Optimization exercise on an open flow, not production practice. RTL: at most simulated, not proved equivalent. Clock network not from TritonCTS: every run shown here. The clock port is an ideal driver here. Power: default activity.

==> flow/design.v <==
module sphc (
    input  wire        clk,
    input  wire        rst,
    input  wire        tick,
    input  wire [1:0]  mode,
    input  wire [19:0] speed,
    input  wire        dir,
    input  wire        stop,
    output wire [7:0]  out,
    output wire [2:0]  pos,
    output wire [19:0] now,
    output wire        halted,
    output wire [1:0]  cause
);
    reg [19:0] tick_cnt;
    reg [19:0] rem;
    reg [3:0]  seq;
    reg [2:0]  pos_r;
    reg        half;       
    reg [1:0]  cause_r;
    reg [3:0]  prv;        
    wire halt = |cause_r;
    wire init = pos_r[2] & ~half & ~halt;
    localparam [3:0] FETCH = 4'd2, ADV = 4'd15, WENT = 4'd0, SPIN = 4'd1;
    wire spin = (seq == SPIN);
    wire went = (seq == WENT);
    wire adv  = (seq == ADV);
    wire [19:0] m = spin ? rem : speed;
    wire        z = ~|m;
    wire [20:0] ct, cz;
    assign ct[0] = tick;
    assign cz[0] = tick;
    genvar i;
    generate
        for (i = 0; i < 20; i = i + 1) begin : g_cnt
            assign ct[i+1] = ct[i] & tick_cnt[i];
            assign cz[i+1] = cz[i] & ~m[i];
            always @(posedge clk) begin
                tick_cnt[i] <= ~rst & (tick_cnt[i] ^ ct[i]);
                rem[i]      <= m[i] ^ cz[i];
            end
        end
    endgenerate
    wire h2 = half ? pos_r[2] : pos_r[1];
    wire h1 = half ? pos_r[1] : pos_r[0];
    wire h0 = half & pos_r[0];
    wire ap = (h2 & h1) | (~h2 & ~h1 & ~h0);      
    wire an = (~h2 & h1) | (h2 & ~h1 & ~h0);      
    wire bp = (~h2 & ~h1) | (~h2 & h1 & ~h0);     
    wire bn = (h2 & ~h1) | (h2 & h1 & ~h0);       
    wire [3:0] cur  = {bn, bp, an, ap};
    wire [7:0] row  = {bn, bp, bp, bn, an, ap, ap, an};
    wire [7:0] prow = {prv[3], prv[2], prv[2], prv[3], prv[1], prv[0], prv[0], prv[1]};
    genvar k;
    generate
        for (k = 0; k < 4; k = k + 1) begin : g_out
            wire cur_k = (seq >= 3 * k + 6);
            wire prv_k = (seq <= 3 * k + 3);
            assign out[2*k +: 2] = ({2{cur_k}} & row[2*k +: 2]) | ({2{prv_k}} & prow[2*k +: 2]);
        end
    endgenerate
    wire [2:0] pos_step = dir ? pos_r - 3'd1 : pos_r + 3'd1;
    wire       mode_ok  = mode[1] ^ mode[0];
    always @(posedge clk) begin
        if (rst) begin
            seq     <= FETCH;
            pos_r   <= 3'b100;
            half    <= 1'b0;
            cause_r <= 2'b00;
            prv     <= 4'd0;
        end else begin
            if (init) begin
                if (!mode_ok)
                    cause_r <= 2'b01;
                else if (z)
                    cause_r <= 2'b10;
                else begin
                    half     <= mode[1];
                    pos_r[2] <= 1'b0;
                end
            end
            if (!halt && !init && (!spin || z))
                seq <= seq + 4'd1;
            if (adv) begin
                pos_r <= {half & pos_step[2], pos_step[1:0]};
                prv   <= cur;
            end
            if (went && z) begin
                cause_r <= 2'b10;
                prv     <= 4'd0;
            end
            if (spin && stop) begin
                if (!halt)
                    cause_r <= 2'b11;
                prv <= 4'd0;
            end
        end
    end
    assign pos    = {pos_r[2] & half, pos_r[1:0]};
    assign now    = tick_cnt;
    assign halted = halt;
    assign cause  = cause_r;
endmodule
==> flow/flow/run.sh <==
#!/bin/bash
# Own layout flow: the standard flow (standard.sh) with three changes:
#  - synthesis maps the logic with an area-oriented ABC script (flow/area.abc,
#    via flow/my_synth.tcl) and without the half/full adder cells;
#  - the port buffers are the smallest buffer, sky130_fd_sc_hd__buf_1;
#  - the clock tree is one level of clock buffers driven by the clock port
#    (flow/kbuf.tcl replaces clock_tree_synthesis).
# Each tool's output is in orfs/logs/; this script's in flow_run.log.
set -euo pipefail
here=$(pwd)
exec > >(tee -a "$here/flow_run.log") 2>&1
export AREA_ABC_SCRIPT="$here/flow/area.abc"
export BUFFER_PORTS_ARGS="-buffer_cell sky130_fd_sc_hd__buf_1"
export PRE_CTS_TCL="$here/flow/kbuf.tcl"
export KBUF_COUNT=4 KBUF_CELL=sky130_fd_sc_hd__clkbuf_8 KBUF_CLOCK_PORT=clk
sed -e "s#SYNTH_SCRIPT=[^ ]*#SYNTH_SCRIPT=$here/flow/my_synth.tcl ADDER_MAP_FILE=#" standard.sh > own.sh
grep -q "my_synth.tcl ADDER_MAP_FILE=" own.sh
bash own.sh > standard.log 2>&1
test -f out/final.def
==> flow/flow/area.abc <==
strash
dch -f
amap -m
topo
==> flow/flow/kbuf.tcl <==
proc clock_tree_synthesis {args} {
  set cell $::env(KBUF_CELL)
  set k $::env(KBUF_COUNT)
  set db [ord::get_db]
  set block [ord::get_db_block]
  set clknet [[$block findBTerm $::env(KBUF_CLOCK_PORT)] getNet]
  set master [$db findMaster $cell]
  set sinks {}
  foreach it [$clknet getITerms] {
    set loc [[$it getInst] getLocation]
    lappend sinks [list $it [lindex $loc 0] [lindex $loc 1]]
  }
  set n [llength $sinks]
  # initial centres: sinks spread along x
  set sorted [lsort -integer -index 1 $sinks]
  set cx {}; set cy {}
  for {set j 0} {$j < $k} {incr j} {
    set s [lindex $sorted [expr {int(($j + 0.5) * $n / $k)}]]
    lappend cx [lindex $s 1]; lappend cy [lindex $s 2]
  }
  for {set iter 0} {$iter < 20} {incr iter} {
    set assign {}
    foreach s $sinks {
      set best 0; set bd -1
      for {set j 0} {$j < $k} {incr j} {
        set d [expr {abs([lindex $s 1] - [lindex $cx $j]) + abs([lindex $s 2] - [lindex $cy $j])}]
        if { $bd < 0 || $d < $bd } { set bd $d; set best $j }
      }
      lappend assign $best
    }
    for {set j 0} {$j < $k} {incr j} { set sx($j) 0; set sy($j) 0; set cnt($j) 0 }
    foreach s $sinks a $assign {
      incr sx($a) [lindex $s 1]; incr sy($a) [lindex $s 2]; incr cnt($a)
    }
    set cx {}; set cy {}
    for {set j 0} {$j < $k} {incr j} {
      if { $cnt($j) == 0 } { set cnt($j) 1 }
      lappend cx [expr {$sx($j) / $cnt($j)}]; lappend cy [expr {$sy($j) / $cnt($j)}]
    }
  }
  for {set j 0} {$j < $k} {incr j} {
    set buf($j) [odb::dbInst_create $block $master clkbuf_leaf_$j]
    set net($j) [odb::dbNet_create $block clknet_leaf_$j]
    $net($j) setSigType CLOCK
    [$buf($j) findITerm X] connect $net($j)
    $buf($j) setLocation [lindex $cx $j] [lindex $cy $j]
    $buf($j) setPlacementStatus PLACED
  }
  foreach s $sinks a $assign {
    set it [lindex $s 0]
    $it disconnect
    $it connect $net($a)
  }
  for {set j 0} {$j < $k} {incr j} { [$buf($j) findITerm A] connect $clknet }
  $clknet setSigType CLOCK
  puts "clock tree: $k x $cell, clusters of [lmap j [lsort -integer [array names cnt]] {set cnt($j)}] clock pins"
  set_propagated_clock [all_clocks]
}
==> flow/flow/my_synth.tcl <==
# The standard synthesis script (synth_recipe.tcl), with one change: ABC maps
# the logic with the area-oriented script in area.abc instead of ORFS's
# delay-oriented one. Registers are mapped before ABC, so they are the same.
proc synth {args} { yosys synth -nofsm -noshare {*}$args }
proc abc {args} {
  set i [lsearch -exact $args -script]
  if { $i >= 0 } { set args [lreplace $args $i [expr {$i + 1}] -script $::env(AREA_ABC_SCRIPT)] }
  yosys abc {*}$args
}
source $::env(SCRIPTS_DIR)/synth.tcl
# left out here: clear keep_hierarchy, flatten, clean up, hide names made inside functions, write 1_2_yosys.v
==> flow/standard.sh <==
#!/bin/bash
# synth_recipe.tcl (not shown) runs the flow's synth.tcl, then flattens the netlist and writes it again
# the make line also repeats each setting of config.mk as NAME=value (left out here)
make -C /OpenROAD-flow-scripts/flow DESIGN_CONFIG=/design/flow/config.mk WORK_HOME=/design/flow/orfs CLKGATE_MAP_FILE= SYNTH_SCRIPT=/design/flow/synth_recipe.tcl "${@:-finish}"
==> flow/config.mk <==
export PLATFORM = sky130hd
export DESIGN_NAME = sphc
export DESIGN_NICKNAME = sphc
export VERILOG_FILES = /design/flow/design.v
export SDC_FILE = /design/flow/constraint.sdc
export NUM_CORES = 4
export LEC_CHECK = 0
export CAP_MARGIN = 20
export CORE_MARGIN = 2
export CORE_UTILIZATION = 40
export SLEW_MARGIN = 20
==> flow/constraint.sdc <==
create_clock -name core_clock -period 10.0 [get_ports {clk}]
set_input_delay 2.0000 -clock core_clock [delete_from_list [all_inputs] [get_ports {clk}]]
set_output_delay 2.0000 -clock core_clock [all_outputs]
set_load 0.01 [all_outputs]
==> impl_metrics.yaml, run 1 <==
worst_setup_path:
  worstPathMaxFanout: 5
  crit_buf_inv: 2
  critPathTopFamily: "simple AND/OR/NAND/NOR gates"
  cp.arrival_ps: 4610
  path_cells: "buf_1 -> clkinv_1 -> nor2b_1 -> and3_1 -> and3_1 -> and3_1 -> and3_1 -> and3_1 -> and3_1 -> and3_1 -> and3_1 -> and3_1 -> nor2_1 -> a211oi_1"
  crit_top_cell: "and3_1"
  critPathSlowestCell: "and3_1"
  critPathMaxStageDelay_ps: 230
  crit_required_ps: 10070
  cp-end-kind: "flop"
  start_kind: "input pin"
  critPathKind: "input pin to flop"
synthesis:
  synth_top_area_cell: "dfxtp_1"
  synthCells: 293
  async_reset_ff_share_pct: 0
  ys_ff_latch: 54
  synth_area_leaders: "dfxtp_1 (47%), o22ai_1 (9.6%), nor2_1 (8.4%), clkinv_1 (5.6%), nor3_1 (5.0%)"
  synth_area_per_cell_um2: 7.79
  yosysMostFrequentCell: "dfxtp_1"
  synth_seq_area_share_pct: 47.3
  synth_fa_ha_area_share_pct: 0
  yosys.cell_types.count: 25
  synth_top_family_by_area: "simple AND/OR/NAND/NOR gates"
  synth_top_cells_by_count: "dfxtp_1 (54), nor2_1 (51), o22ai_1 (35), clkinv_1 (34), nor3_1 (23)"
  synth_compound_area_share_pct: 21.5
  synthSimpleGateAreaFrac_pct: 24.9
  yosysWarnings: 1
  syn_nets: 320
  synth-xor-area-share_pct: 0
  synth_mux_area_share_pct: 0
  synth_flop_cell: "dfxtp_1"
  syn_area_mm2: 0.00228
  synth_edf_count: 0
  yosysTopAreaCellShare_pct: 47.3
timing:
  fin_ws_ps: 5450
  drv_slew: 0
  clock_skew_ps: 29.4
  min_period_over_period_pct: 45.5
  fmax_mhz: 220
  setup_tns_ps: 0
  slew_headroom_pct: 63.1
  finalSetupViolations: 0
  final.min_clock_period_ps: 4550
  worstMarginPinSlew_ps: 550
  finalHoldViolations: 0
  rsz0062_at_grt: "no"
grt:
  grt_usage_pct: 15.7
  overflow: 0
  grt_max_degree: 32
  grt_pass1_vias: 1937
  grt_first_pass_wirelength_um: 8360
  antenna_found_initial: 0
place:
  dp_slack_ps: 5310
  gp_congestion: 0.774
  port_buffers: 60
  place_hpwl_um: 3890
route:
  num_vias: 2224
  postRouteWirelength_um: 5090
  drtAntennaViolNets: 0
  wl_per_cell_um: 11.9
  dr.pass1.iters: 4
  dr.first_iter.drc_count: 116
  drc_errors: 0
  via_per_inst: 5.18
clock_tree:
  cts_setup_buffers: 0
  cts_repair_resize_count: 0
  hold_buffers: 0
  cts.reportedPaths.clkPinSlew_ps: 80
  insertion_delay_ps: 160
run:
  max_cap_violations: 0
layout:
  final_util_pct: 48.3
  drive_above_1_share_pct: 1.96
  antenna_cells: 0
  area_growth_pct: 16.4
  layout.nets: 386
pwr:
  irDropWorstVdd_mv: 0.0924
  pwr_density_cell_mw_per_mm2: 138
  leakagePower_uw: 0.000970
worst_hold_path:
  hp-class: "flop to flop"
die:
  die_width_um: 79.6
  row_count: 27
  io_pins: 61
  start_util_pct: 41.5
  dieHeight_um: 79.6
  core_area_mm2: 0.00551
  die_area_mm2: 0.00633
outcome:
  run_status: "timing/DRC/antenna clean"
## placed cells by master (no fill, tap or decap), types with 2 or more instances in the layout
master,n
a221oi_1,3
nand3_1,3
nor3_1,22
clkinv_1,34
nor2_1,51
nor4_1,2
o21ai_0,17
o22ai_1,35
dfxtp_1,54
a211oi_1,4
nand4_1,7
and3_1,17
nand2_1,19
a21oi_1,9
buf_4,2
buf_1,60
a21o_1,4
clkbuf_8,4
## flip-flops by register name, summed over array words and instances (netlist names)
register,count
seq,4
rem,20
prv,4
pos_r,3
tick_cnt,20
cause_r,2
half,1
## per-stage QoR
step / hold slack (ps) / area, um^2 / power (uW) / std cells
CTS: 471 / 2660 / 372 / 429
global placement: 450 / 2600 / 281 / 425
floorplan: 453 / 2280 / 265 / 293
detailed placement: 456 / 2600 / 282 / 425
finish: 470 / 2660 / 368 / 429
global route: 493 / 2660 / 389 / 429
## layer usage
metal / wire length (um) / GRT usage, % / part of all wire, % / vias up
li1: - / - / - / 1185
met1: 2420 / 22.0 / 48 / 978
met2: 2270 / 26.6 / 45 / 57
met3: 364 / 2.04 / 7.1 / 4
met4: 37 / 1.90 / 0.73 / 0
met5: 0 / 0 / 0 / -
## final cells by class
| type | instances | area [um^2] |
|---|---|---|
| plain buffers | 4 | 55.1 |
| fillers | 579 | 2850 |
| inverters | 34 | 128 |
| multi-input cells | 203 | 1060 |
| flip-flops and latches | 54 | 1080 |
| well taps | 72 | 90.1 |
| repair buffers | 62 | 240 |
## worst paths after layout
kind	from	end	slack [ps]	cells after the start
hold / removal	tick_cnt[19]$_DFF_P_	tick_cnt[19]$_DFF_P_	470	1
setup reg to reg	seq[0]$_SDFFE_PP0P_	rem[19]$_DFF_P_	6250	19
hold reg to reg	tick_cnt[19]$_DFF_P_	tick_cnt[19]$_DFF_P_	470	1
setup / recovery	tick	tick_cnt[19]$_DFF_P_	5450	14
## where the power goes
part	total (uW)	internal, uW	switching, uW
registers	231	225	5.59
clock network	91.7	36.8	54.9
logic	45.6	17.3	28.3
## cell families after synthesis
kind of cell,Yosys count
flops,54
simple gates,124
compound gates,79
buf+inv,36
## worst register-to-register path: stages, from the launching register on
cell and delay, ps:
dfxtp_1 380, clkinv_1 150, nor3_2 250, clkinv_1 490, o22ai_1 400, nand4_1 170
nor2_1 240, nand2_1 110, clkinv_1 70, nand2_1 60, clkinv_1 70, nand2_1 60
clkinv_1 70, nand4_1 120, nor2_1 230, nand4_1 160, nor2_1 200, nand4_1 150
nor2_1 180, o22ai_1 110
==> run 2, diff against run 1 <==
--- a/flow/flow/kbuf.tcl
+++ b/flow/flow/kbuf.tcl
@@ -21,10 +21,19 @@
   for {set iter 0} {$iter < 20} {incr iter} {
-    set assign {}
+    # nearest centre, at most cap registers per cluster (greedy by distance)
+    set cap [expr {($n + $k - 1) / $k}]
+    set pairs {}
+    set si 0
     foreach s $sinks {
-      set best 0; set bd -1
       for {set j 0} {$j < $k} {incr j} {
-        set d [expr {abs([lindex $s 1] - [lindex $cx $j]) + abs([lindex $s 2] - [lindex $cy $j])}]
-        if { $bd < 0 || $d < $bd } { set bd $d; set best $j }
+        lappend pairs [list [expr {abs([lindex $s 1] - [lindex $cx $j]) + abs([lindex $s 2] - [lindex $cy $j])}] $si $j]
       }
-      lappend assign $best
+      incr si
+    }
+    for {set j 0} {$j < $k} {incr j} { set load($j) 0 }
+    set assign [lrepeat $n -1]
+    foreach p [lsort -integer -index 0 $pairs] {
+      lassign $p d si j
+      if { [lindex $assign $si] >= 0 || $load($j) >= $cap } { continue }
+      lset assign $si $j
+      incr load($j)
     }
==> run 2 against run 1 <==
Against the previous run:
- still clean on timing, DRC and antenna
- first-iteration DRC count increased by 17%
- combinational power about the same
- utilization did not move
- clock skew down 19 ps
- die area is the same
- cell area unchanged
- sequential cell count is the same
- critical path type unchanged
- largest cell class unchanged
- highest routed layer unchanged
==> impl_metrics.yaml, run 2 <==
outcome:
  run_status: "timing/DRC/antenna clean"
clock_tree:
  insertion_delay_ps: 150
  cts_setup_buffers: 0
  hold_buffers: 0
  cts.reportedPaths.clkPinSlew_ps: 90
  cts_repair_resize_count: 0
worst_setup_path:
  critPathMaxStageDelay_ps: 230
  crit_top_cell: "and3_1"
  cp.arrival_ps: 4620
  rr_endpoint: "rem[19]$_DFF_P_"
  worstPathMaxFanout: 5
  critPathKind: "input pin to flop"
  critPathSlowestCell: "and3_1"
  ff2ff_path_depth: 19
  reg2reg_from: "seq[0]$_SDFFE_PP0P_"
  rrSetupSlack_ps: 6210
  crit_required_ps: 10070
  path_cells: "buf_1 -> clkinv_1 -> nor2b_1 -> and3_1 -> and3_1 -> and3_1 -> and3_1 -> and3_1 -> and3_1 -> and3_1 -> and3_1 -> and3_1 -> nor2_1 -> a211oi_1"
  start_kind: "input pin"
  cp-end-kind: "flop"
grt:
  antenna_found_initial: 0
  grt_pass1_vias: 1941
  grt_first_pass_wirelength_um: 8460
  grt_max_degree: 32
  grt_usage_pct: 16.0
  overflow: 0
layout:
  final_common_cell: "buf_1"
  area_growth_pct: 16.4
  drive_above_1_share_pct: 1.96
  antenna_cells: 0
  layout.nets: 386
  stdcell_count: 429
  final_cell_mix: "buf_1 (60), dfxtp_1 (54), nor2_1 (51)"
  reg_top3: "rem x20, tick_cnt x20"
route:
  num_vias: 2244
  dr.pass1.iters: 4
  wl_per_cell_um: 12.1
  postRouteWirelength_um: 5200
  drc_errors: 0
  dr.first_iter.drc_count: 136
  drtAntennaViolNets: 0
  via_per_inst: 5.23
synthesis:
  async_reset_ff_share_pct: 0
  synth_top_area_cell: "dfxtp_1"
  yosysMostFrequentCell: "dfxtp_1"
  synth_area_leaders: "dfxtp_1 (47%), o22ai_1 (9.6%), nor2_1 (8.4%), clkinv_1 (5.6%), nor3_1 (5.0%)"
  syn_area_mm2: 0.00228
  synth_edf_count: 0
  yosysWarnings: 1
  synth_top_cells_by_count: "dfxtp_1 (54), nor2_1 (51), o22ai_1 (35), clkinv_1 (34), nor3_1 (23)"
  synth_flop_cell: "dfxtp_1"
  ys_ff_latch: 54
  yosysTopAreaCellShare_pct: 47.3
  yosys.cell_types.count: 25
  syn_nets: 320
  synth_seq_area_share_pct: 47.3
  synth_area_per_cell_um2: 7.79
  synthCells: 293
die:
  die_width_um: 79.6
  start_util_pct: 41.5
  dieHeight_um: 79.6
  row_count: 27
  io_pins: 61
  die_area_mm2: 0.00633
  core_area_mm2: 0.00551
pwr:
  irDropWorstVdd_mv: 0.0957
  pwr_density_cell_mw_per_mm2: 140
  leakagePower_uw: 0.000970
run:
  max_cap_violations: 0
worst_hold_path:
  holdPathEnd: "tick_cnt[19]$_DFF_P_"
  hp-class: "flop to flop"
  hold_depth: 1
  min_from: "tick_cnt[19]$_DFF_P_"
timing:
  slew_headroom_pct: 62.3
  finalHoldViolations: 0
  final.min_clock_period_ps: 4550
  fin_hold_ws_ps: 471
  finalSetupViolations: 0
  worstMarginPinSlew_ps: 563
  clock_skew_ps: 9.96
  min_period_over_period_pct: 45.5
  drv_slew: 0
  fmax_mhz: 220
  rsz0062_at_grt: "no"
  setup_tns_ps: 0
place:
  place_hpwl_um: 3890
  numPlacedInstances: 425
  gp_congestion: 0.774
  port_buffers: 60
-- run 2: cell counts after synthesis --
No cell type changed its count.
-- run 2: cell families after synthesis --
| family | after synthesis | synth area share [%] |
|---|---|---|
| simple gates | 124 | 24.9 |
| compound gates | 79 | 21.5 |
| flops | 54 | 47.3 |
| buf+inv | 36 | 6.25 |
-- run 2: worst max path at each step --
stage                                    from                    to  slack, ps
after global routing                     tick  tick_cnt[19]$_DFF_P_       5150
after floorplan           seq[0]$_SDFFE_PP0P_       rem[19]$_DFF_P_       5330
after global placement                   tick  tick_cnt[19]$_DFF_P_       5320
after detailed placement                 tick  tick_cnt[19]$_DFF_P_       5310
after CTS                                tick  tick_cnt[19]$_DFF_P_       5470
final                                    tick  tick_cnt[19]$_DFF_P_       5450
-- run 2: critical path, delay by kind of cell --
kind                   cells  cell delay, ps
buffers and inverters      2             300
and+or+nand+nor           11            2170
AOI/OAI and AO/OA          1             150
-- run 2: layout make-up --
cell class | count | area [um^2]
Buffer | 4 | 55.1
Fill cell | 581 | 2850
Inverter | 34 | 128
Multi-Input combinational cell | 203 | 1060
Sequential cell | 54 | 1080
Tap cell | 72 | 90.1
Timing Repair Buffer | 62 | 240
-- run 2: per-stage QoR --
| step | setup WS [ps] | util (%) | total power [uW] | area, um^2 |
|---|---|---|---|---|
| 4_1_cts | 5470 | 48.3 | 376 | 2660 |
| 2_1_floorplan | 5330 | - | 265 | 2280 |
| 5_1_grt | 5150 | 48.3 | 393 | 2660 |
| 6_report | 5450 | 48.3 | 371 | 2660 |
| 3_3_place_gp | 5320 | 47.3 | 281 | 2600 |
| 3_5_place_dp | 5310 | 47.3 | 282 | 2600 |
-- run 2: routing by layer --
metal  track usage (%)  vias to the layer above  wire, um
met4              1.90                        0        72
met3              1.92                        6       318
li1                  -                     1184         -
met2              27.6                       56      2360
met5                 0                        -         0
met1              22.0                      998      2450
-- run 2: where the power goes --
group	switching, uW	total [uW]	internal, uW
registers	5.66	231	225
logic	28.5	45.7	17.3
clock network	57.8	94.7	36.9
total	91.9	371	279
==> run 3, diff against run 2 <==
--- a/flow/flow/run.sh
+++ b/flow/flow/run.sh
@@ -14,3 +14,3 @@
 export PRE_CTS_TCL="$here/flow/kbuf.tcl"
-export KBUF_COUNT=4 KBUF_CELL=sky130_fd_sc_hd__clkbuf_8 KBUF_CLOCK_PORT=clk
+export KBUF_COUNT=2 KBUF_CELL=sky130_fd_sc_hd__clkbuf_16 KBUF_CLOCK_PORT=clk
 sed -e "s#SYNTH_SCRIPT=[^ ]*#SYNTH_SCRIPT=$here/flow/my_synth.tcl ADDER_MAP_FILE=#" standard.sh > own.sh
--- a/flow/config.mk
+++ b/flow/config.mk
@@ -10,2 +10,3 @@
 export CORE_UTILIZATION = 40
+export GPL_TIMING_DRIVEN = 0
 export SLEW_MARGIN = 20
==> run 3 against run 2 <==
Against the previous run:
- largest power group unchanged
- synthesized cell count unchanged
- combinational power shrank 1%
- still clean
- clock skew increased by 2.1 ps
- routed wire length down 3.4%
- highest routed layer unchanged
==> impl_metrics.yaml, run 3 <==
route:
  postRouteWirelength_um: 5020
  routedLengthMet1_um: 2500
  met2_length_um: 2240
  dr.pass1.iters: 4
  num_vias: 2209
  dr.first_iter.drc_count: 64
  wl_per_cell_um: 11.7
  via_per_inst: 5.15
  drc_errors: 0
  dr_wl_met3_um: 242
  highest_layer: "met4"
  drtAntennaViolNets: 0
layout:
  drive_above_1_share_pct: 2.24
  antenna_cells: 0
  regArea_mm2: 0.00108
  stdcell_area_mm2: 0.00267
  final_cell_mix: "buf_1 (59), dfxtp_1 (54), nor2_1 (51)"
  nFillCells: 599
  final_common_cell: "buf_1"
  stdcell_count: 429
  reg_top3: "rem x20, tick_cnt x20"
  multi_input_area_mm2: 0.00106
  layout.nets: 386
  area_growth_pct: 17.1
synthesis:
  syn_nets: 320
  yosys.cell_types.count: 25
  synth_area_per_cell_um2: 7.79
  synth_area_leaders: "dfxtp_1 (47%), o22ai_1 (9.6%), nor2_1 (8.4%), clkinv_1 (5.6%), nor3_1 (5.0%)"
  synth_top_area_cell: "dfxtp_1"
  yosysMostFrequentCell: "dfxtp_1"
  yosysWarnings: 1
  synth_edf_count: 0
  async_reset_ff_share_pct: 0
  synth_seq_area_share_pct: 47.3
  syn_area_mm2: 0.00228
  synth_flop_cell: "dfxtp_1"
  synthCells: 293
  yosysTopAreaCellShare_pct: 47.3
  ys_ff_latch: 54
  synth_top_cells_by_count: "dfxtp_1 (54), nor2_1 (51), o22ai_1 (35), clkinv_1 (34), nor3_1 (23)"
place:
  place_hpwl_um: 3870
  placed_area_mm2: 0.00262
  numPlacedInstances: 427
  port_buffers: 60
  gp_congestion: 0.776
pwr:
  p_clk_share_pct: 25.1
  pwr_density_cell_mw_per_mm2: 138
  irDropWorstVdd_mv: 0.140
  pwr-share-comb_pct: 12.3
  leakagePower_uw: 0.000981
  switchingPower_uw: 89.1
  power.share.sequential_pct: 62.7
  internal_power_uw: 280
  netSwitchingFraction_pct: 24.2
clock_tree:
  cts_setup_buffers: 0
  cts.reportedPaths.clkPinSlew_ps: 110
  insertion_delay_ps: 170
  cts_repair_resize_count: 0
  hold_buffers: 0
worst_setup_path:
  start_kind: "input pin"
  cp-end-kind: "flop"
  worstPathMaxFanout: 5
  path_cells: "buf_1 -> clkinv_1 -> nor2b_1 -> and3_1 -> and3_1 -> and3_1 -> and3_1 -> and3_1 -> and3_1 -> and3_1 -> and3_1 -> and3_1 -> nor2_1 -> a211oi_1"
  cp.arrival_ps: 4570
  crit_top_cell: "and3_1"
  crit_required_ps: 10100
  critPathKind: "input pin to flop"
  critPathSlowestCell: "and3_1"
  critPathMaxStageDelay_ps: 230
timing:
  finalSetupViolations: 0
  rsz0062_at_grt: "no"
  setup_tns_ps: 0
  clock_skew_ps: 12.0
  drv_slew: 0
  slew_headroom_pct: 61.7
  finalHoldViolations: 0
  final.min_clock_period_ps: 4470
  fmax_mhz: 224
  min_period_over_period_pct: 44.7
  worstMarginPinSlew_ps: 570
grt:
  overflow: 0
  grt_pass1_vias: 1938
  grt_max_degree: 32
  grt_first_pass_wirelength_um: 8370
  grt_usage_pct: 15.4
  antenna_found_initial: 0
die:
  io_pins: 61
  dieHeight_um: 79.6
  row_count: 27
  start_util_pct: 41.5
  die_width_um: 79.6
  die_area_mm2: 0.00633
  core_area_mm2: 0.00551
outcome:
  run_status: "timing/DRC/antenna clean"
worst_hold_path:
  hp-class: "flop to flop"
run:
  max_cap_violations: 0
## run 3: cell counts after synthesis
Identical to the previous run, type by type.
## run 3: cells by family (layout without fill, tap and decap cells)
logic type	after synthesis	after routing	share of synthesized area, %
and+or+nand+nor	124	124	24.9
DFF	54	54	47.3
buffers and inverters	36	100	6.25
AOI/OAI and AO/OA	79	79	21.5
## run 3: power by group through the flow
stage                     clock [uW]  combinational, uW  sequential, uW
final                           92.5               45.2             231
after global routing             104               51.2             232
after CTS                       96.3               45.4             231
after detailed placement           0               45.2             236
after global placement             0               44.1             236
after floorplan                    0               30.1             235
## run 3: worst paths after layout
| path | from | endpoint | slack [ps] | cells past startpoint |
|---|---|---|---|---|
| worst min register to register | tick_cnt[19]$_DFF_P_ | tick_cnt[19]$_DFF_P_ | 460 | 1 |
| worst min-delay path | tick_cnt[19]$_DFF_P_ | tick_cnt[19]$_DFF_P_ | 460 | 1 |
| worst max-delay path | tick | tick_cnt[19]$_DFF_P_ | 5530 | 14 |
| worst max register to register | seq[0]$_SDFFE_PP0P_ | rem[19]$_DFF_P_ | 5920 | 20 |
## run 3: layout make-up
cell class                 count  share of cell area [%]
buffer                         4                    2.43
inverter                      34                    4.77
multi-input combinational    203                    39.8
sequential                    54                    40.4
tap                           72                    3.37
timing repair buffer          62                    9.17
## run 3: routing by layer
| metal | global-route usage (%) | vias up |
|---|---|---|
| met5 | 0 | - |
| met4 | 1.03 | 0 |
| met3 | 1.58 | 5 |
| met2 | 27.4 | 40 |
| met1 | 21.1 | 981 |
| li1 | - | 1183 |
## run 3: critical path, delay by kind of cell
kind / cells / cell delay (ps)
buf+inv: 2 / 270
simple gates: 11 / 2140
compound gates: 1 / 140
## run 3: per-stage QoR
stage	hold WS (ps)	util [%]	power (uW)	setup slack, ps
floorplan	453	-	265	5330
global placement	449	47.2	280	3400
detailed placement	454	47.6	281	5360
CTS	470	48.6	373	5530
global route	491	48.6	388	5250
finish	465	48.6	369	5530
==> run 4, diff against run 3 <==
--- a/flow/config.mk
+++ b/flow/config.mk
@@ -10,3 +10,2 @@
 export CORE_UTILIZATION = 40
-export GPL_TIMING_DRIVEN = 0
 export SLEW_MARGIN = 20
==> run 4 against run 3 <==
Against the previous run:
- setup slack got worse by 59 ps
- sequential power barely moved
- via count rose by 1.5%
- clock power barely moved
- still clean on timing, DRC and antenna
- critical endpoint unchanged
- cell count fell by 0.47%
- cell area fell by 0.75%
- power rose by 0.10%
- combinational power rose by 1%
- largest cell class unchanged
- worst hold slack improved by 8.2 ps
- sequential share of layout area rose by 0.30 points
==> impl_metrics.yaml, run 4 <==
timing:
  setup_tns_ps: 0
  worstMarginPinSlew_ps: 557
  min_period_over_period_pct: 45.3
  slew_headroom_pct: 62.7
  fmax_mhz: 221
  final.min_clock_period_ps: 4530
  drv_slew: 0
  finalHoldViolations: 0
  finalSetupViolations: 0
  rsz0062_at_grt: "no"
  clock_skew_ps: 5.53
pwr:
  pwr_density_cell_mw_per_mm2: 139
  leakagePower_uw: 0.000966
  power.total_uw: 369
  irDropWorstVdd_mv: 0.0926
synthesis:
  syn_area_mm2: 0.00228
  yosys.cell_types.count: 25
  yosysMostFrequentCell: "dfxtp_1"
  synthCells: 293
  synth_area_leaders: "dfxtp_1 (47%), o22ai_1 (9.6%), nor2_1 (8.4%), clkinv_1 (5.6%), nor3_1 (5.0%)"
  synth_top_area_cell: "dfxtp_1"
  synth_mux_area_share_pct: 0
  synth_compound_area_share_pct: 21.5
  synthSimpleGateAreaFrac_pct: 24.9
  ys_ff_latch: 54
  synth_fa_ha_area_share_pct: 0
  async_reset_ff_share_pct: 0
  synth_top_family_by_area: "simple AND/OR/NAND/NOR gates"
  synth_seq_area_share_pct: 47.3
  yosysTopAreaCellShare_pct: 47.3
  synth-xor-area-share_pct: 0
  synth_top_cells_by_count: "dfxtp_1 (54), nor2_1 (51), o22ai_1 (35), clkinv_1 (34), nor3_1 (23)"
  synth_edf_count: 0
  synth_area_per_cell_um2: 7.79
  yosysWarnings: 1
  synth_flop_cell: "dfxtp_1"
  syn_nets: 320
route:
  drtAntennaViolNets: 0
  via_per_inst: 5.25
  dr.pass1.iters: 4
  num_vias: 2243
  postRouteWirelength_um: 5100
  drc_errors: 0
  wl_per_cell_um: 12.0
  dr.first_iter.drc_count: 124
worst_setup_path:
  start_kind: "input pin"
  cp.arrival_ps: 4620
  critPathKind: "input pin to flop"
  cp-end-kind: "flop"
  crit_required_ps: 10090
  worstPathMaxFanout: 5
clock_tree:
  hold_buffers: 0
  insertion_delay_ps: 160
  cts.reportedPaths.clkPinSlew_ps: 100
  cts_setup_buffers: 0
  cts_repair_resize_count: 0
place:
  gp_congestion: 0.774
  port_buffers: 60
  place_hpwl_um: 3890
layout:
  area_growth_pct: 16.2
  final_util_pct: 48.2
  layout.nets: 384
  final_cell_mix: "buf_1 (60), dfxtp_1 (54), nor2_1 (51)"
  antenna_cells: 0
  reg_top3: "rem x20, tick_cnt x20"
  drive_above_1_share_pct: 1.41
  final_common_cell: "buf_1"
die:
  row_count: 27
  start_util_pct: 41.5
  core_area_mm2: 0.00551
  io_pins: 61
  dieHeight_um: 79.6
  die_area_mm2: 0.00633
  die_width_um: 79.6
grt:
  grt_usage_pct: 15.7
  antenna_found_initial: 0
  grt_first_pass_wirelength_um: 8400
  overflow: 0
  grt_pass1_vias: 1932
  grt_max_degree: 32
run:
  max_cap_violations: 0
outcome:
  run_status: "timing/DRC/antenna clean"
worst_hold_path:
  hp-class: "flop to flop"
==> run 4: changes by cell type in the layout (fill, tap and decap cells not counted) <==
cell / delta
buf_1: +1
buf_4: -1
buf_2: -1
buf_6: -1
==> run 4: layer usage <==
layer / global-route usage, % / routed length [um]
met1: 22.3 / 2460
met3: 1.24 / 284
met5: 0 / 0
met4: 0.862 / 32
met2: 27.3 / 2330
==> run 4: metrics by stage <==
step / setup WS (ps) / area, um^2 / instances / hold WS, ps
2_1_floorplan: 5330 / 2280 / 293 / 453
3_3_place_gp: 5320 / 2600 / 425 / 450
3_5_place_dp: 5310 / 2600 / 425 / 456
4_1_cts: 5480 / 2650 / 427 / 474
5_1_grt: 5170 / 2650 / 427 / 496
6_report: 5470 / 2650 / 427 / 473
==> run 4: power breakdown <==
part	internal [uW]	total, uW	switching [uW]
clock network	37.1	92.4	55.4
logic	17.3	45.7	28.4
registers	225	231	5.64
==> run 4: worst paths after layout <==
kind	endpoint	slack, ps	cells after the start	startpoint
hold reg to reg	tick_cnt[19]$_DFF_P_	470	1	tick_cnt[19]$_DFF_P_
setup reg to reg	rem[19]$_DFF_P_	6260	19	seq[0]$_SDFFE_PP0P_
hold / removal	tick_cnt[19]$_DFF_P_	470	1	tick_cnt[19]$_DFF_P_
setup / recovery	tick_cnt[19]$_DFF_P_	5470	14	tick
==> run 4: cell families after synthesis <==
logic type,Yosys count
flip-flops,54
buffers and inverters,36
AND/OR/NAND/NOR,124
AO/OA/AOI/OAI,79
==> run 4: critical path, stage by stage <==
cell and delay [ps]:
buf_1 180, clkinv_1 130, nor2b_1 200, and3_1 230, and3_1 210, and3_1 210
and3_1 210, and3_1 210, and3_1 210, and3_1 210, and3_1 220, and3_1 210
nor2_1 50, a211oi_1 150
==> run 4: final cells by class <==
cell class	instances	area, um^2
sequential	54	1080
fill	581	2850
inverter	34	128
tap	72	90.1
multi-input combinational	203	1060
timing repair buffer	62	240
buffer	2	50.0
==> run 5, diff against run 4 <==
--- a/flow/design.v
+++ b/flow/design.v
@@ -19,5 +19,4 @@
     reg        half;       
-    reg [1:0]  cause_r;
     reg [3:0]  prv;        
-    wire halt = |cause_r;
+    wire halt = prv[1] & prv[0];
     wire init = pos_r[2] & ~half & ~halt;
@@ -52,3 +51,7 @@
     wire [7:0] row  = {bn, bp, bp, bn, an, ap, ap, an};
-    wire [7:0] prow = {prv[3], prv[2], prv[2], prv[3], prv[1], prv[0], prv[0], prv[1]};
+    wire pap = prv[0] & ~prv[1];
+    wire pan = prv[1] & ~prv[0];
+    wire pbp = prv[2] & ~halt;
+    wire pbn = prv[3] & ~halt;
+    wire [7:0] prow = {pbn, pbp, pbp, pbn, pan, pap, pap, pan};
     genvar k;
@@ -68,3 +71,2 @@
             half    <= 1'b0;
-            cause_r <= 2'b00;
             prv     <= 4'd0;
@@ -73,5 +75,5 @@
                 if (!mode_ok)
-                    cause_r <= 2'b01;
+                    prv <= 4'b0111;
                 else if (z)
-                    cause_r <= 2'b10;
+                    prv <= 4'b1011;
                 else begin
@@ -87,11 +89,6 @@
             end
-            if (went && z) begin
-                cause_r <= 2'b10;
-                prv     <= 4'd0;
-            end
-            if (spin && stop) begin
-                if (!halt)
-                    cause_r <= 2'b11;
-                prv <= 4'd0;
-            end
+            if (went && z)
+                prv <= 4'b1011;
+            if (spin && stop && !halt)
+                prv <= 4'b1111;
         end
@@ -101,3 +98,3 @@
     assign halted = halt;
-    assign cause  = cause_r;
+    assign cause  = {2{halt}} & prv[3:2];
 endmodule
==> run 5 against run 4 <==
Against the previous run:
- still clean
- clock skew grew 2.1 ps
- setup slack worse by 88 ps
- via count grew 1.6%
- synthesized area fell by 0.66%
- power is 0.85% higher
- cell count is 0.23% higher
- combinational power increased by 25%
- clock power down 3.2%
- routed wire length rose by 0.43%
- sequential share of layout area is 1.3 points lower
- critical endpoint is now prv[1]$_SDFFE_PP0P_
- largest power group unchanged
==> impl_metrics.yaml, run 5 <==
synthesis:
  synth_edf_count: 0
  synth_seq_area_share_pct: 45.9
  synth_area_per_cell_um2: 7.72
  async_reset_ff_share_pct: 0
  synth_flop_cell: "dfxtp_1"
  synth_top_cells_by_count: "dfxtp_1 (52), nor2_1 (47), clkinv_1 (33), o22ai_1 (29), o21ai_0 (25)"
  ys_ff_latch: 52
  synth_top_area_cell: "dfxtp_1"
  syn_nets: 321
  yosysTopAreaCellShare_pct: 45.9
  yosys.cell_types.count: 28
  synthCells: 294
  yosysMostFrequentCell: "dfxtp_1"
  synth_area_leaders: "dfxtp_1 (46%), o22ai_1 (8.0%), nor2_1 (7.8%), o21ai_0 (5.5%), clkinv_1 (5.5%)"
  yosysWarnings: 1
  syn_area_mm2: 0.00227
worst_setup_path:
  start_kind: "input pin"
  reg2reg_from: "seq[3]$_SDFFE_PP0P_"
  cp.arrival_ps: 4690
  crit_required_ps: 10070
  crit_start: "speed[8]"
  worstPathMaxFanout: 5
  critPathKind: "input pin to flop"
  cp-end-kind: "flop"
layout:
  drive_above_1_share_pct: 1.40
  final_common_cell: "buf_1"
  final_util_pct: 47.9
  area_growth_pct: 16.3
  antenna_cells: 0
  stdcell_count: 428
  reg_top3: "rem x20, tick_cnt x20"
  final_cell_mix: "buf_1 (60), dfxtp_1 (52), nor2_1 (47)"
  layout.nets: 385
pwr:
  irDropWorstVdd_mv: 0.134
  power.share.sequential_pct: 60.6
  power.total_uw: 372
  internal_power_uw: 278
  pwr-share-comb_pct: 15.4
  pwr_density_cell_mw_per_mm2: 141
  leakagePower_uw: 0.000940
  netSwitchingFraction_pct: 25.3
  switchingPower_uw: 94.2
  p_clk_share_pct: 24.0
die:
  io_pins: 61
  die_area_mm2: 0.00629
  dieHeight_um: 79.3
  die_width_um: 79.3
  start_util_pct: 41.2
  core_area_mm2: 0.00551
  row_count: 27
timing:
  fmax_mhz: 216
  final.min_clock_period_ps: 4620
  finalHoldViolations: 0
  drv_slew: 0
  min_period_over_period_pct: 46.2
  finalSetupViolations: 0
  worstMarginPinSlew_ps: 643
  setup_tns_ps: 0
  clock_skew_ps: 7.64
  rsz0062_at_grt: "no"
  slew_headroom_pct: 57.0
clock_tree:
  hold_buffers: 0
  cts_repair_resize_count: 0
  cts.reportedPaths.clkPinSlew_ps: 100
  insertion_delay_ps: 160
  cts_setup_buffers: 0
place:
  port_buffers: 60
  place_hpwl_um: 3890
  gp_congestion: 0.825
  numPlacedInstances: 426
grt:
  overflow: 0
  use_met2_pct: 28.0
  grt_pass1_vias: 1896
  grt_first_pass_wirelength_um: 8420
  busiest_layer: "met2"
  grt_max_degree: 31
  grt_usage_pct: 15.7
  met1_usage_pct: 21.7
  grt_util_met3_pct: 1.25
  antenna_found_initial: 0
outcome:
  run_status: "timing/DRC/antenna clean"
route:
  dr.first_iter.drc_count: 72
  drtAntennaViolNets: 0
  wl_per_cell_um: 12.0
  drc_errors: 0
  dr.pass1.iters: 4
  num_vias: 2280
  via_per_inst: 5.33
  postRouteWirelength_um: 5130
worst_hold_path:
  min_from: "tick_cnt[19]$_DFF_P_"
  hp-class: "flop to flop"
run:
  max_cap_violations: 0
## run 5: cell count changes after synthesis, moves of 2 or more
cell | before | now
o32ai_1 | 0 | 2
nand2_1 | 19 | 21
nor2_1 | 51 | 47
a21oi_1 | 9 | 5
o22ai_1 | 35 | 29
o21ai_0 | 17 | 25
or3_1 | 0 | 2
dfxtp_1 | 54 | 52
## run 5: kinds of logic after synthesis
family | synth area share [%]
DFF | 45.9
and+or+nand+nor | 26.4
buffers and inverters | 6.12
AOI/OAI and AO/OA | 21.6
## run 5: power groups by stage
stage / Sequential, uW / Combinational (uW) / Clock [uW]
after global placement: 230 / 56.4 / 0
after floorplan: 229 / 38.6 / 0
after detailed placement: 230 / 57.1 / 0
after global routing: 227 / 65.2 / 100
after CTS: 225 / 57.4 / 92.9
final: 226 / 57.2 / 89.4
## run 5: area by class of cell
class	count	area, um^2
plain buffers	2	50.0
fillers	599	2870
inverters	33	124
multi-input cells	207	1090
flip-flops and latches	52	1040
well taps	72	90.1
repair buffers	62	240
## run 5: path summary, 6_finish.rpt
check	endpoint	slack, ps	cells past startpoint
setup / recovery	prv[1]$_SDFFE_PP0P_	5380	10
hold reg to reg	tick_cnt[19]$_DFF_P_	470	1
hold / removal	tick_cnt[19]$_DFF_P_	470	1
setup reg to reg	prv[1]$_SDFFE_PP0P_	5540	14
## run 5: metal layers
| layer | part of all wire [%] | vias to the layer above | wire length, um |
|---|---|---|---|
| met1 | 48 | 1042 | 2450 |
| met2 | 47 | 51 | 2390 |
| met4 | 0.53 | 0 | 27 |
| met5 | 0 | - | 0 |
| met3 | 5.1 | 2 | 259 |
| li1 | - | 1185 | - |
## run 5: metrics by stage
stage / setup slack (ps) / hold WS [ps] / area [um^2]
CTS: 5410 / 476 / 2640
global route: 5070 / 513 / 2640
floorplan: 5100 / 455 / 2270
detailed placement: 5250 / 461 / 2590
global placement: 5380 / 455 / 2590
finish: 5380 / 467 / 2640
## run 5: critical path, cell delays in order
cell and delay [ps]:
buf_1 70, o22ai_1 270, nand4_1 190, or3_1 370
nor4_1 550, nor3b_1 330, nor2_1 80, a31oi_1 350
clkinv_1 180, a221oi_1 310
==> run 6, diff against run 5 <==
--- a/flow/flow/run.sh
+++ b/flow/flow/run.sh
@@ -14,3 +14,3 @@
 export PRE_CTS_TCL="$here/flow/kbuf.tcl"
-export KBUF_COUNT=2 KBUF_CELL=sky130_fd_sc_hd__clkbuf_16 KBUF_CLOCK_PORT=clk
+export KBUF_COUNT=3 KBUF_CELL=sky130_fd_sc_hd__clkbuf_8 KBUF_CLOCK_PORT=clk
 sed -e "s#SYNTH_SCRIPT=[^ ]*#SYNTH_SCRIPT=$here/flow/my_synth.tcl ADDER_MAP_FILE=#" standard.sh > own.sh
--- a/flow/config.mk
+++ b/flow/config.mk
@@ -9,3 +9,3 @@
 export CORE_MARGIN = 2
-export CORE_UTILIZATION = 40
+export CORE_UTILIZATION = 25
 export SLEW_MARGIN = 20
==> run 6 against run 5 <==
Against the previous run:
- setup slack worse by 52 ps
- maximum frequency down 1.1%
- global-route usage down 5.1 points
- cell area up 1.4%
- synthesized area unchanged
- synthesized cell count unchanged
- register-to-register slack worse by 80 ps
- critical endpoint unchanged
- largest cell class unchanged
- largest power group unchanged
==> impl_metrics.yaml, run 6 <==
grt:
  grt_first_pass_wirelength_um: 9130
  grt_pass1_vias: 2005
  antenna_found_initial: 0
  grt_usage_pct: 10.5
  overflow: 0
  grt_max_degree: 31
timing:
  final.min_clock_period_ps: 4670
  slew_headroom_pct: 49.7
  min_period_over_period_pct: 46.7
  finalHoldViolations: 0
  rsz0062_at_grt: "no"
  clock_skew_ps: 17.6
  setup_tns_ps: 0
  finalSetupViolations: 0
  drv_slew: 0
  fin_ws_ps: 5330
  worstMarginPinSlew_ps: 748
  fmax_mhz: 214
synthesis:
  synthSimpleGateAreaFrac_pct: 26.4
  ys_ff_latch: 52
  synth_mux_area_share_pct: 0
  synth_top_area_cell: "dfxtp_1"
  synth_fa_ha_area_share_pct: 0
  synth_flop_cell: "dfxtp_1"
  yosysWarnings: 1
  synth_top_cells_by_count: "dfxtp_1 (52), nor2_1 (47), clkinv_1 (33), o22ai_1 (29), o21ai_0 (25)"
  synth_seq_area_share_pct: 45.9
  syn_area_mm2: 0.00227
  synth_compound_area_share_pct: 21.6
  syn_nets: 321
  yosys.cell_types.count: 28
  synth_top_family_by_area: "simple AND/OR/NAND/NOR gates"
  yosysMostFrequentCell: "dfxtp_1"
  async_reset_ff_share_pct: 0
  synthCells: 294
  synth_area_leaders: "dfxtp_1 (46%), o22ai_1 (8.0%), nor2_1 (7.8%), o21ai_0 (5.5%), clkinv_1 (5.5%)"
  synth_edf_count: 0
  synth-xor-area-share_pct: 0
  yosysTopAreaCellShare_pct: 45.9
  synth_area_per_cell_um2: 7.72
die:
  row_count: 34
  io_pins: 61
  dieHeight_um: 99.3
  start_util_pct: 25.9
  die_area_mm2: 0.00985
  core_area_mm2: 0.00876
  die_width_um: 99.3
pwr:
  irDropWorstVdd_mv: 0.0620
  pwr_density_cell_mw_per_mm2: 137
  leakagePower_uw: 0.000937
route:
  drtAntennaViolNets: 0
  wl_per_cell_um: 11.8
  dr.pass1.iters: 4
  postRouteWirelength_um: 5460
  num_vias: 2280
  dr.first_iter.drc_count: 53
  drc_errors: 0
  via_per_inst: 4.90
place:
  gp_congestion: 0.851
  dp_slack_ps: 5170
  port_buffers: 60
  place_hpwl_um: 4190
layout:
  reg_top3: "rem x20, tick_cnt x20"
  final_cell_mix: "buf_1 (60), dfxtp_1 (52), nor2_1 (47)"
  drive_above_1_share_pct: 1.68
  antenna_cells: 0
  final_common_cell: "buf_1"
  area_growth_pct: 17.9
  nFillCells: 976
  layout.nets: 386
worst_setup_path:
  crit_required_ps: 10090
  cp-end-kind: "flop"
  cp.arrival_ps: 4760
  worstPathMaxFanout: 5
  start_kind: "input pin"
  critPathKind: "input pin to flop"
clock_tree:
  cts.reportedPaths.clkPinSlew_ps: 120
  insertion_delay_ps: 170
  cts_setup_buffers: 0
  cts_repair_resize_count: 0
  hold_buffers: 0
outcome:
  run_status: "timing/DRC/antenna clean"
run:
  max_cap_violations: 0
worst_hold_path:
  hp-class: "flop to flop"
-- run 6: cell counts after synthesis --
No cell type changed its count.
-- run 6: layout make-up --
type / instances / area [um^2] / area share (%)
Timing Repair Buffer: 62 / 240 / 8.98
Inverter: 33 / 124 / 4.63
Buffer: 3 / 41.3 / 1.54
Sequential cell: 52 / 1040 / 38.9
Multi-Input combinational cell: 207 / 1090 / 40.9
Tap cell: 108 / 135 / 5.05
-- run 6: cells by family after synthesis --
| family | after synthesis |
|---|---|
| and+or+nand+nor | 128 |
| DFF | 52 |
| buffers and inverters | 35 |
| AOI/OAI and AO/OA | 79 |
-- run 6: report_power, final --
| group | switching [uW] | internal (uW) |
|---|---|---|
| combinational | 35.2 | 21.8 |
| clock | 55.2 | 28.0 |
| sequential | 6.32 | 219 |
| total | 96.8 | 269 |
-- run 6: final timing paths --
| kind | end | startpoint | cells after the start | slack, ps |
|---|---|---|---|---|
| max | prv[1]$_SDFFE_PP0P_ | speed[8] | 10 | 5330 |
| max reg2reg | prv[1]$_SDFFE_PP0P_ | seq[3]$_SDFFE_PP0P_ | 14 | 5460 |
| min | tick_cnt[19]$_DFF_P_ | tick_cnt[19]$_DFF_P_ | 1 | 470 |
| min reg2reg | tick_cnt[19]$_DFF_P_ | tick_cnt[19]$_DFF_P_ | 1 | 470 |
-- run 6: metrics by stage --
step | hold slack [ps] | instance area [um^2] | total power, uW | instances | util, %
3_3_place_gp | 453 | 2630 | 287 | 462 | 30.1
6_report | 469 | 2680 | 366 | 465 | 30.5
4_1_cts | 475 | 2680 | 369 | 465 | 30.5
3_5_place_dp | 455 | 2630 | 287 | 462 | 30.1
2_1_floorplan | 455 | 2270 | 267 | 294 | -
5_1_grt | 509 | 2680 | 386 | 465 | 30.5
-- run 6: metal layers --
| layer | routed length, um | up-vias | part of all wire, % | GRT usage, % |
|---|---|---|---|---|
| met5 | 0 | - | 0 | 0 |
| met4 | 59 | 0 | 1.1 | 0.948 |
| met3 | 305 | 5 | 5.6 | 1.41 |
| met2 | 2420 | 48 | 44 | 18.1 |
| met1 | 2680 | 1037 | 49 | 14.7 |
| li1 | - | 1190 | - | - |
-- run 6: critical path, stage by stage --
cell and delay [ps]:
buf_1 70, o22ai_1 270, nand4_1 190, or3_1 360
nor4_1 640, nor3b_1 330, nor2_1 80, a31oi_1 360
clkinv_1 160, a221oi_1 290
==> run 7, diff against run 6 <==
--- a/flow/config.mk
+++ b/flow/config.mk
@@ -9,3 +9,3 @@
 export CORE_MARGIN = 2
-export CORE_UTILIZATION = 25
+export CORE_UTILIZATION = 60
 export SLEW_MARGIN = 20
==> run 7 against run 6 <==
Against the previous run:
- combinational power barely moved
- utilization up 40 points
- power decreased by 0.42%
- sequential share of layout area up 1.1 points
- cell area fell by 2.8%
- routed wire length is 13% lower
- die area is 56% lower
- critical path type unchanged
- largest power group unchanged
==> impl_metrics.yaml, run 7 <==
outcome:
  run_status: "timing/DRC/antenna clean"
worst_setup_path:
  crit_start: "speed[8]"
  critPathKind: "input pin to flop"
  crit_buf_inv: 2
  rrSetupSlack_ps: 5650
  reg2reg_from: "seq[3]$_SDFFE_PP0P_"
  critPathSlowestCell: "nor4_1"
  critPathMaxStageDelay_ps: 530
  ff2ff_path_depth: 14
  cp.arrival_ps: 4640
  start_kind: "input pin"
  worstPathMaxFanout: 5
  rr_endpoint: "prv[1]$_SDFFE_PP0P_"
  cp-end-kind: "flop"
  path_cells: "buf_1 -> o22ai_1 -> nand4_1 -> or3_1 -> nor4_1 -> nor3b_1 -> nor2_1 -> a31oi_1 -> clkinv_1 -> a221oi_1"
  crit_required_ps: 10080
  critPathTopFamily: "simple AND/OR/NAND/NOR gates"
layout:
  stdcell_count: 405
  reg_top3: "rem x20, tick_cnt x20"
  drive_above_1_share_pct: 1.68
  area_growth_pct: 14.6
  nFillCells: 332
  layout.nets: 386
  final_util_pct: 71.0
  antenna_cells: 0
  final_cell_mix: "buf_1 (60), dfxtp_1 (52), nor2_1 (47)"
  final_common_cell: "buf_1"
place:
  numPlacedInstances: 402
  port_buffers: 60
  dp_slack_ps: 5350
  place_hpwl_um: 3590
  gp_congestion: 0.843
synthesis:
  async_reset_ff_share_pct: 0
  yosysMostFrequentCell: "dfxtp_1"
  yosysWarnings: 1
  yosys.cell_types.count: 28
  synth_area_leaders: "dfxtp_1 (46%), o22ai_1 (8.0%), nor2_1 (7.8%), o21ai_0 (5.5%), clkinv_1 (5.5%)"
  synth_top_cells_by_count: "dfxtp_1 (52), nor2_1 (47), clkinv_1 (33), o22ai_1 (29), o21ai_0 (25)"
  syn_area_mm2: 0.00227
  synth_area_per_cell_um2: 7.72
  yosysTopAreaCellShare_pct: 45.9
  synth_edf_count: 0
  synthCells: 294
  synth_flop_cell: "dfxtp_1"
  synth_seq_area_share_pct: 45.9
  synth_top_area_cell: "dfxtp_1"
  ys_ff_latch: 52
  syn_nets: 321
timing:
  finalHoldViolations: 0
  fmax_mhz: 219
  min_period_over_period_pct: 45.6
  drv_slew: 0
  finalSetupViolations: 0
  clock_skew_ps: 2.10
  final.min_clock_period_ps: 4560
  rsz0062_at_grt: "no"
  slew_headroom_pct: 60.2
  fin_ws_ps: 5440
  worstMarginPinSlew_ps: 592
  setup_tns_ps: 0
pwr:
  pwr_density_cell_mw_per_mm2: 140
  leakagePower_uw: 0.000937
  irDropWorstVdd_mv: 0.115
clock_tree:
  cts_repair_resize_count: 0
  hold_buffers: 0
  cts_setup_buffers: 0
  insertion_delay_ps: 160
  cts.reportedPaths.clkPinSlew_ps: 110
die:
  row_count: 22
  start_util_pct: 62.0
  core_area_mm2: 0.00366
  dieHeight_um: 65.5
  die_area_mm2: 0.00429
  io_pins: 61
  die_width_um: 65.5
route:
  drc_errors: 0
  num_vias: 2253
  wl_per_cell_um: 11.8
  via_per_inst: 5.56
  dr.pass1.iters: 4
  dr.first_iter.drc_count: 143
  postRouteWirelength_um: 4770
  drtAntennaViolNets: 0
grt:
  grt_max_degree: 31
  antenna_found_initial: 0
  grt_first_pass_wirelength_um: 8020
  grt_usage_pct: 22.5
  overflow: 0
  grt_pass1_vias: 1962
worst_hold_path:
  hold_depth: 1
  holdPathEnd: "tick_cnt[19]$_DFF_P_"
  hp-class: "flop to flop"
  min_from: "tick_cnt[19]$_DFF_P_"
run:
  max_cap_violations: 0
## run 7: cell counts after synthesis
Identical to the previous run, type by type.
## run 7: worst max path at each step
stage	to	slack, ps	cells past startpoint
after CTS	prv[1]$_SDFFE_PP0P_	5450	10
after global placement	prv[1]$_SDFFE_PP0P_	5390	10
after global routing	prv[1]$_SDFFE_PP0P_	5080	10
after floorplan	prv[1]$_SDFFE_PP0P_	5100	13
final	prv[1]$_SDFFE_PP0P_	5440	10
after detailed placement	prv[1]$_SDFFE_PP0P_	5350	10
## run 7: where the power goes
group          internal [uW]  switching [uW]  leakage, uW
Sequential               219            6.19     0.000429
Clock                   28.0            53.9    0.0000216
Combinational           21.9            35.1     0.000486
Total                    269            95.3     0.000937
## run 7: metrics by stage
stage / hold slack, ps / instance area (um^2) / total power, uW
floorplan: 455 / 2270 / 267
global placement: 447 / 2560 / 285
detailed placement: 457 / 2560 / 286
CTS: 472 / 2600 / 365
global route: 505 / 2600 / 381
finish: 468 / 2600 / 364
## run 7: area by class of cell
cell class	instances	area [um^2]	area share [%]
inverter	33	124	4.76
timing repair buffer	62	240	9.24
sequential	52	1040	40.0
buffer	3	41.3	1.59
multi-input combinational	207	1090	42.1
tap	48	60.1	2.31
## run 7: kinds of logic (layout without fill, tap and decap cells)
logic type / after synthesis / count (layout) / synth area share (%)
simple gates: 128 / 128 / 26.4
compound gates: 79 / 79 / 21.6
flops: 52 / 52 / 45.9
buf+inv: 35 / 98 / 6.12
## run 7: worst reg2reg max path: stages, from the launching register on
cell,delay (ps)
dfxtp_1,380
clkinv_1,100
nand2_1,140
nor3_2,130
buf_4,270
clkinv_1,510
o22ai_1,450
nand4_1,210
or3_1,390
nor4_1,530
nor3b_1,310
nor2_1,80
a31oi_1,320
clkinv_1,160
a221oi_1,280
## run 7: layer usage
metal	GRT usage, %	vias to the layer above	share of wire (%)
met1	28.9	1013	46
met2	42.1	44	48
met3	2.05	5	4.7
met5	0	-	0
li1	-	1191	-
met4	2.34	0	1.2
==> run 8, diff against run 7 <==
--- a/flow/config.mk
+++ b/flow/config.mk
@@ -9,3 +9,3 @@
 export CORE_MARGIN = 2
-export CORE_UTILIZATION = 60
+export CORE_UTILIZATION = 40
 export SLEW_MARGIN = 20
==> run 8 against run 7 <==
Against the previous run:
- maximum frequency shrank 1.5%
- via count grew 1.3%
- cell count grew 5.9%
- highest routed layer unchanged
- register-to-register slack lost 120 ps
- setup slack lost 72 ps
- cell area grew 1.2%
- clock skew grew 6.2 ps
- synthesized area is the same
- sequential cell count is the same
- still clean on timing, DRC and antenna
- routed wire length grew 7.8%
- largest power group unchanged
==> impl_metrics.yaml, run 8 <==
worst_setup_path:
  critPathSlowestCell: "nor4_1"
  critPathKind: "input pin to flop"
  cp.arrival_ps: 4700
  ff2ff_path_depth: 14
  worstPathMaxFanout: 5
  cp-end-kind: "flop"
  critPathMaxStageDelay_ps: 570
  path_cells: "buf_1 -> o22ai_1 -> nand4_1 -> or3_1 -> nor4_1 -> nor3b_1 -> nor2_1 -> a31oi_1 -> clkinv_1 -> a221oi_1"
  crit_required_ps: 10080
  start_kind: "input pin"
pwr:
  netSwitchingFraction_pct: 26.0
  p_clk_share_pct: 22.2
  switchingPower_uw: 94.4
  leakagePower_uw: 0.000937
  irDropWorstVdd_mv: 0.119
  pwr_density_cell_mw_per_mm2: 138
  pwr-share-comb_pct: 15.7
  power.total_uw: 363
  internal_power_uw: 269
  power.share.sequential_pct: 62.0
worst_hold_path:
  hold_depth: 1
  hp-class: "flop to flop"
synthesis:
  synth_edf_count: 0
  yosysTopAreaCellShare_pct: 45.9
  async_reset_ff_share_pct: 0
  yosysMostFrequentCell: "dfxtp_1"
  synthCells: 294
  yosysWarnings: 1
  syn_nets: 321
  ys_ff_latch: 52
  synth_top_area_cell: "dfxtp_1"
  syn_area_mm2: 0.00227
  synth_area_per_cell_um2: 7.72
  yosys.cell_types.count: 28
  synth_area_leaders: "dfxtp_1 (46%), o22ai_1 (8.0%), nor2_1 (7.8%), o21ai_0 (5.5%), clkinv_1 (5.5%)"
  synth_seq_area_share_pct: 45.9
  synth_top_cells_by_count: "dfxtp_1 (52), nor2_1 (47), clkinv_1 (33), o22ai_1 (29), o21ai_0 (25)"
  synth_flop_cell: "dfxtp_1"
timing:
  finalSetupViolations: 0
  fmax_mhz: 216
  drv_slew: 0
  setup_tns_ps: 0
  final.min_clock_period_ps: 4630
  finalHoldViolations: 0
  worstMarginPinSlew_ps: 648
  clock_skew_ps: 8.29
  min_period_over_period_pct: 46.3
  slew_headroom_pct: 56.4
  rsz0062_at_grt: "no"
grt:
  grt_usage_pct: 15.7
  overflow: 0
  grt_first_pass_wirelength_um: 8460
  grt_pass1_vias: 1909
  antenna_found_initial: 0
  grt_max_degree: 31
layout:
  layout.nets: 386
  final_common_cell: "buf_1"
  final_util_pct: 47.8
  drive_above_1_share_pct: 1.68
  final_cell_mix: "buf_1 (60), dfxtp_1 (52), nor2_1 (47)"
  antenna_cells: 0
  area_growth_pct: 15.9
  reg_top3: "rem x20, tick_cnt x20"
place:
  gp_congestion: 0.825
  place_hpwl_um: 3890
  port_buffers: 60
clock_tree:
  insertion_delay_ps: 160
  hold_buffers: 0
  cts_repair_resize_count: 0
  cts.reportedPaths.clkPinSlew_ps: 110
  cts_setup_buffers: 0
die:
  start_util_pct: 41.2
  io_pins: 61
  dieHeight_um: 79.3
  row_count: 27
  die_width_um: 79.3
  core_area_mm2: 0.00551
  die_area_mm2: 0.00629
route:
  drtAntennaViolNets: 0
  dr_wl_met3_um: 270
  highest_layer: "met4"
  num_vias: 2283
  dr.pass1.iters: 4
  routedLengthMet1_um: 2440
  met2_length_um: 2390
  via_per_inst: 5.32
  dr.first_iter.drc_count: 75
  postRouteWirelength_um: 5140
  wl_per_cell_um: 12.0
  drc_errors: 0
outcome:
  run_status: "timing/DRC/antenna clean"
run:
  max_cap_violations: 0
==> run 8: cell counts after synthesis <==
No cell type changed its count.
==> run 8: worst paths after layout <==
| path | endpoint | from | slack [ps] |
|---|---|---|---|
| hold / removal | tick_cnt[19]$_DFF_P_ | tick_cnt[19]$_DFF_P_ | 470 |
| setup / recovery | prv[1]$_SDFFE_PP0P_ | speed[8] | 5370 |
| setup reg to reg | prv[1]$_SDFFE_PP0P_ | seq[3]$_SDFFE_PP0P_ | 5530 |
| hold reg to reg | tick_cnt[19]$_DFF_P_ | tick_cnt[19]$_DFF_P_ | 470 |
==> run 8: cell type report <==
cell class                      count  area, um^2
Timing Repair Buffer               62         240
Buffer                              3        41.3
Fill cell                         595        2880
Sequential cell                    52        1040
Tap cell                           72        90.1
Multi-Input combinational cell    207        1090
Inverter                           33         124
==> run 8: power by group through the flow <==
| stage | clock network (uW) | registers (uW) | logic (uW) |
|---|---|---|---|
| final | 80.8 | 225 | 57.2 |
| after global routing | 91.4 | 227 | 65.2 |
| after CTS | 84.1 | 225 | 57.4 |
| after detailed placement | 0 | 230 | 57.1 |
| after global placement | 0 | 230 | 56.4 |
| after floorplan | 0 | 229 | 38.6 |
==> run 8: logic make-up after synthesis <==
group	synth area share (%)
flip-flops	45.9
buffers and inverters	6.12
AND/OR/NAND/NOR	26.4
AO/OA/AOI/OAI	21.6
==> run 8: per-stage QoR <==
step           cell area (um^2)  setup slack [ps]  std cells  hold WS, ps
2_1_floorplan              2270              5100        294          455
3_3_place_gp               2590              5380        426          455
3_5_place_dp               2590              5250        426          461
4_1_cts                    2630              5410        429          477
5_1_grt                    2630              5060        429          515
6_report                   2630              5370        429          468
==> run 8: worst max-delay path: cells and delay by family <==
family          cells  cell delay [ps]
buf+inv             2              240
simple gates        5             1540
compound gates      3              930
==> run 8: routing by layer <==
metal,track usage (%),vias to the layer above
met5,0,-
met4,1.03,0
met3,1.36,2
met2,28.0,48
met1,21.8,1050
li1,-,1183
==> run 9, diff against run 8 <==
--- a/flow/config.mk
+++ b/flow/config.mk
@@ -7,5 +7,5 @@
 export LEC_CHECK = 0
-export CAP_MARGIN = 20
+export CAP_MARGIN = 0
 export CORE_MARGIN = 2
 export CORE_UTILIZATION = 40
-export SLEW_MARGIN = 20
+export SLEW_MARGIN = 0
==> run 9 against run 8 <==
Against the previous run:
- critical path type unchanged
- sequential power hardly changed
- worst hold slack stayed put
- synthesized cell count stayed put
- cell count stayed put
- register-to-register slack hardly changed
- largest cell class unchanged
==> impl_metrics.yaml, run 9 <==
pwr:
  leakagePower_uw: 0.000937
  pwr_density_cell_mw_per_mm2: 138
  irDropWorstVdd_mv: 0.119
  power.total_uw: 363
die:
  start_util_pct: 41.2
  dieHeight_um: 79.3
  die_area_mm2: 0.00629
  row_count: 27
  die_width_um: 79.3
  io_pins: 61
  core_area_mm2: 0.00551
synthesis:
  synth_seq_area_share_pct: 45.9
  synthCells: 294
  synth_edf_count: 0
  synth_top_area_cell: "dfxtp_1"
  syn_area_mm2: 0.00227
  ys_ff_latch: 52
  synth_flop_cell: "dfxtp_1"
  synth_top_cells_by_count: "dfxtp_1 (52), nor2_1 (47), clkinv_1 (33), o22ai_1 (29), o21ai_0 (25)"
  yosys.cell_types.count: 28
  synth_area_per_cell_um2: 7.72
  yosysMostFrequentCell: "dfxtp_1"
  async_reset_ff_share_pct: 0
  yosysTopAreaCellShare_pct: 45.9
  yosysWarnings: 1
  syn_nets: 321
  synth_area_leaders: "dfxtp_1 (46%), o22ai_1 (8.0%), nor2_1 (7.8%), o21ai_0 (5.5%), clkinv_1 (5.5%)"
grt:
  grt_usage_pct: 15.7
  grt_pass1_vias: 1909
  grt_first_pass_wirelength_um: 8460
  met1_usage_pct: 21.8
  busiest_layer: "met2"
  grt_util_met3_pct: 1.36
  overflow: 0
  use_met2_pct: 28.0
  grt_max_degree: 31
  antenna_found_initial: 0
worst_setup_path:
  worstPathMaxFanout: 5
  path_cells: "buf_1 -> o22ai_1 -> nand4_1 -> or3_1 -> nor4_1 -> nor3b_1 -> nor2_1 -> a31oi_1 -> clkinv_1 -> a221oi_1"
  critPathKind: "input pin to flop"
  reg2reg_from: "seq[3]$_SDFFE_PP0P_"
  ff2ff_path_depth: 14
  crit_required_ps: 10080
  cp-end-kind: "flop"
  critPathSlowestCell: "nor4_1"
  critPathMaxStageDelay_ps: 570
  crit_start: "speed[8]"
  start_kind: "input pin"
  cp.arrival_ps: 4700
layout:
  reg_top3: "rem x20, tick_cnt x20"
  layout.nets: 386
  area_growth_pct: 15.9
  final_common_cell: "buf_1"
  final_cell_mix: "buf_1 (60), dfxtp_1 (52), nor2_1 (47)"
  drive_above_1_share_pct: 1.68
  antenna_cells: 0
route:
  drtAntennaViolNets: 0
  drc_errors: 0
  via_per_inst: 5.32
  postRouteWirelength_um: 5140
  dr.first_iter.drc_count: 75
  wl_per_cell_um: 12.0
  dr.pass1.iters: 4
  num_vias: 2283
place:
  gp_congestion: 0.825
  port_buffers: 60
  place_hpwl_um: 3890
clock_tree:
  hold_buffers: 0
  cts_repair_resize_count: 0
  cts.reportedPaths.clkPinSlew_ps: 110
  insertion_delay_ps: 160
  cts_setup_buffers: 0
timing:
  finalSetupViolations: 0
  final.min_clock_period_ps: 4630
  drv_slew: 0
  clock_skew_ps: 8.29
  setup_tns_ps: 0
  min_period_over_period_pct: 46.3
  rsz0062_at_grt: "no"
  worstMarginPinSlew_ps: 648
  finalHoldViolations: 0
  slew_headroom_pct: 56.4
  fmax_mhz: 216
worst_hold_path:
  hp-class: "flop to flop"
  hold_depth: 1
  min_from: "tick_cnt[19]$_DFF_P_"
outcome:
  run_status: "timing/DRC/antenna clean"
run:
  max_cap_violations: 0
## run 9: critical path, delay by kind of cell
family | cells | cell delay (ps)
AOI/OAI and AO/OA | 3 | 930
and+or+nand+nor | 5 | 1540
buffers and inverters | 2 | 240
## run 9: report_power, final
group | internal, uW | switching (uW) | total [uW]
Sequential | 219 | 6.25 | 225
Combinational | 21.8 | 35.3 | 57.2
Clock | 28.0 | 52.8 | 80.8
Total | 269 | 94.4 | 363
## run 9: final timing paths
kind,end,slack [ps]
hold / removal,tick_cnt[19]$_DFF_P_,470
setup reg to reg,prv[1]$_SDFFE_PP0P_,5530
setup / recovery,prv[1]$_SDFFE_PP0P_,5370
hold reg to reg,tick_cnt[19]$_DFF_P_,470
## run 9: cells by family (layout without fill, tap and decap cells)
kind of cell	after synthesis	in the layout	synth area share, %
simple gates	128	128	26.4
compound gates	79	79	21.6
flops	52	52	45.9
buf+inv	35	98	6.12
## run 9: metrics by stage
stage               worst slack (ps)  hold WS (ps)  std cells  cell area [um^2]  utilization [%]
floorplan                       5100           455        294              2270                -
global placement                5380           455        426              2590             47.0
detailed placement              5250           461        426              2590             47.0
CTS                             5410           477        429              2630             47.8
global route                    5060           515        429              2630             47.8
finish                          5370           468        429              2630             47.8
## run 9: area by class of cell
class                   count  area, um^2
well taps                  72        90.1
plain buffers               3        41.3
repair buffers             62         240
flip-flops and latches     52        1040
multi-input cells         207        1090
fillers                   595        2880
inverters                  33         124
## run 9: routing by layer
layer	wire, um	vias up	part of all wire, %
met1	2440	1050	48
met5	0	-	0
li1	-	1183	-
met4	32	0	0.62
met3	270	2	5.3
met2	2390	48	47

Setup slack of run 9, layout unchanged: 5.370 ns with ideal ports, 5.397 ns with driving cells assumed (clock clkbuf_16, inputs buf_2), 5.192 ns with port delays also shifted by the 0.205 ns mid clock arrival.
